This design comes from an exercise in tuning for small area, a short achievable clock period and few clock cycles per item on the open sky130 flow, not from production work. Power figures rest on the tool's default switching activity, not on a simulated workload.

== run A ==
## radio_mode_fsm
module radio_mode_fsm #(
    parameter [7:0]  CHANNEL_RESET = 8'h0B,
    parameter [15:0] CCACFG_RESET  = 16'h0000
) (
    input  wire        clk,
    input  wire        rst,             
    input  wire        in_valid,
    output wire        in_ready,
    input  wire        in_kind,         
    input  wire [31:0] in_word,
    input  wire [31:0] in_arg,
    input  wire        in_abortable,    
    input  wire        in_ack_req,      
    input  wire [31:0] pool_handle,
    output wire        pool_take,
    output wire        rsp_valid,
    output wire [31:0] rsp_word,
    output wire        out_valid,
    output wire [31:0] out_w0,
    output wire [31:0] out_w1,
    output wire [1:0]  need,
    output reg  [7:0]  hw_channel,
    output reg  [15:0] hw_cca,
    output wire [7:0]  fault
);
For scale: ~1,500 cells after synthesis, ~240 I/O pins.
Settings: LEC_CHECK=0, ABC_AREA=1, CAP_MARGIN=20, CORE_MARGIN=2, CORE_UTILIZATION=55, CTS_BUF_LIST=sky130_fd_sc_hd__clkbuf_8, PLACE_DENSITY=0.7, SETUP_SLACK_MARGIN=5.0, SLEW_MARGIN=20; clock period 8.0 ns.
standard.sh (not shown) runs the stock make flow with config.mk's settings and CLKGATE_MAP_FILE= SYNTH_SCRIPT=/design/flow/synth_recipe.tcl, a recipe that flattens the netlist after the stock synthesis.
==> flow/flow/run.sh <==
#!/bin/bash
# The standard layout (standard.sh), with every port buffered by a
# sky130_fd_sc_hd__buf_1 instead of the cell buffer_ports picks by default.
set -euo pipefail
export BUFFER_PORTS_ARGS="-buffer_cell sky130_fd_sc_hd__buf_1"
bash standard.sh > standard.log 2>&1
Run A ran to completion and came out clean on the timing, design-rule and antenna checks.
Setup changes, run A to run B
# run A
export LEC_CHECK = 0
export ABC_AREA = 1
export CAP_MARGIN = 20
export CORE_MARGIN = 2
export CORE_UTILIZATION = 55
export CTS_BUF_LIST = sky130_fd_sc_hd__clkbuf_8
export PLACE_DENSITY = 0.7
export SETUP_SLACK_MARGIN = 5.0
export SLEW_MARGIN = 20
create_clock -name core_clock -period 8.0 [get_ports {clk}]
# run B
export LEC_CHECK = 0
export ABC_AREA = 1
export CAP_MARGIN = 20
export CORE_MARGIN = 2
export CORE_UTILIZATION = 40
export CTS_BUF_LIST = sky130_fd_sc_hd__clkbuf_8
export PLACE_DENSITY = 0.6
export SETUP_SLACK_MARGIN = 5.0
export SLEW_MARGIN = 20
create_clock -name core_clock -period 8.0 [get_ports {clk}]
Results
Run B reached the final stage; the timing, design-rule and antenna checks on its layout passed.
Compare run B and run A | global routing met3 resource utilization higher: run A
Summary of the comparison: number of signal-net buffers in the layout is higher in run B, relative to run A.
Total length of routed met3 wires, run B and run A: lower on run B
## Diff of input files: run C against run B
# run B
export LEC_CHECK = 0
export ABC_AREA = 1
export CAP_MARGIN = 20
export CORE_MARGIN = 2
export CORE_UTILIZATION = 40
export CTS_BUF_LIST = sky130_fd_sc_hd__clkbuf_8
export PLACE_DENSITY = 0.6
export SETUP_SLACK_MARGIN = 5.0
export SLEW_MARGIN = 20
create_clock -name core_clock -period 8.0 [get_ports {clk}]
# run C
export LEC_CHECK = 0
export ABC_AREA = 1
export CAP_MARGIN = 20
export CORE_MARGIN = 2
export CORE_UTILIZATION = 50
export CTS_BUF_LIST = sky130_fd_sc_hd__clkbuf_4
export PLACE_DENSITY = 0.65
export SETUP_SLACK_MARGIN = 5.0
export SLEW_MARGIN = 20
create_clock -name core_clock -period 8.0 [get_ports {clk}]
[summary]
Run C | status: complete | timing, DRC, antenna: pass. Maximum clock rate: run C > run B. The die area reported for run C is smaller than that of run B by 6300 um^2. Of run C and run B, the run reporting the lower wire length was run C. When run C is set beside run B, its via count turns out to be 2.5% larger. Worst hold slack down 0.011 ns in run C wrt run B. In the flow results for run C and run B, the per-cell routed wire length is larger on run B. Taking run B as the reference point, the area growth from synthesis to layout of run C falls by 1.7 points.
[inputs] run D vs run C
# run C
export LEC_CHECK = 0
export ABC_AREA = 1
export CAP_MARGIN = 20
export CORE_MARGIN = 2
export CORE_UTILIZATION = 50
export CTS_BUF_LIST = sky130_fd_sc_hd__clkbuf_4
export PLACE_DENSITY = 0.65
export SETUP_SLACK_MARGIN = 5.0
export SLEW_MARGIN = 20
create_clock -name core_clock -period 8.0 [get_ports {clk}]
# run D
export LEC_CHECK = 0
export ABC_AREA = 1
export CAP_MARGIN = 20
export CORE_MARGIN = 2
export CORE_UTILIZATION = 45
export CTS_BUF_LIST = sky130_fd_sc_hd__clkbuf_4
export PLACE_DENSITY = 0.62
export SETUP_SLACK_MARGIN = 5.0
export SLEW_MARGIN = 20
create_clock -name core_clock -period 8.0 [get_ports {clk}]
==> flow/flow/run.sh <==
#!/bin/bash
# The standard layout (standard.sh), with every port buffered by a
# sky130_fd_sc_hd__buf_1 instead of the cell buffer_ports picks by default,
# and clock tree synthesis without dummy loads.
set -euo pipefail
export BUFFER_PORTS_ARGS="-buffer_cell sky130_fd_sc_hd__buf_1"
export CTS_ARGS="-sink_clustering_enable -repair_clock_nets -buf_list sky130_fd_sc_hd__clkbuf_4 -dont_use_dummy_load"
bash standard.sh > standard.log 2>&1
Results
Sort run D and run C by final worst clock skew, descending, and run D comes first. Measured against each other, run D and run C differ in worst setup slack, the lower figure coming from run C. [run D vs run C] diode insertion count for antenna repair: higher in run D. Run D against run C: placed wire-length estimate after detailed placement increased 440 um, relative contribution of the clock network to total power decreased 8.8 points, utilization decreased 7.8 points. Looking only at proportion of total power due to net switching, and setting everything else aside, the higher value of run D and run C goes to run D. Comparing run D and run C, the higher static power due to leakage was measured on run C. Higher number of logic stages on the critical path including buffering goes to run C over run D. Final non-filler cell total was higher in run C than in run D. Looking at total of plain and repair buffers excluding clock buffers, run D sits 6 lower than run C does.
Function was not checked in any run of this note: the RTL went through the layout flow alone.

-- afterwards: timing with drivers on the ports --
The results above use ideal ports. As a check the final layouts listed here were re-extracted and re-timed, cells and wires unchanged.
Step 1 sets driving cells, clkbuf_16 on the clock port and buf_2 on the other inputs (assumed; they add their load-dependent delay and slew).
Step 2 adds t to the input delays and takes it off the output delays; t is the mean of the earliest and latest rising clock arrival at the registers after step 1. Input paths then give back, and output paths get back, about the clock's delay inside the block.
Slacks: no drivers / after step 1 / after step 2; pairs: no drivers / after step 1.
| run | shift t [ns] | setup slack, ns | hold slack, ns |
|---|---|---|---|
| run A | 0.579 | 4.873 / 4.838 / 4.258 | 0.470 / 0.470 / 0.470 |
| run B | 0.587 | 4.845 / 4.833 / 4.246 | 0.478 / 0.478 / 0.478 |
| run C | 0.693 | 4.904 / 4.886 / 4.193 | 0.466 / 0.466 / 0.466 |
| run D | 0.699 | 4.945 / 4.938 / 4.239 | 0.467 / 0.467 / 0.467 |
After both steps setup and hold are still met in every run listed. For run C, which loses most, drivers alone change the setup slack by -0.018 ns; drivers and shift together by -0.711 ns.
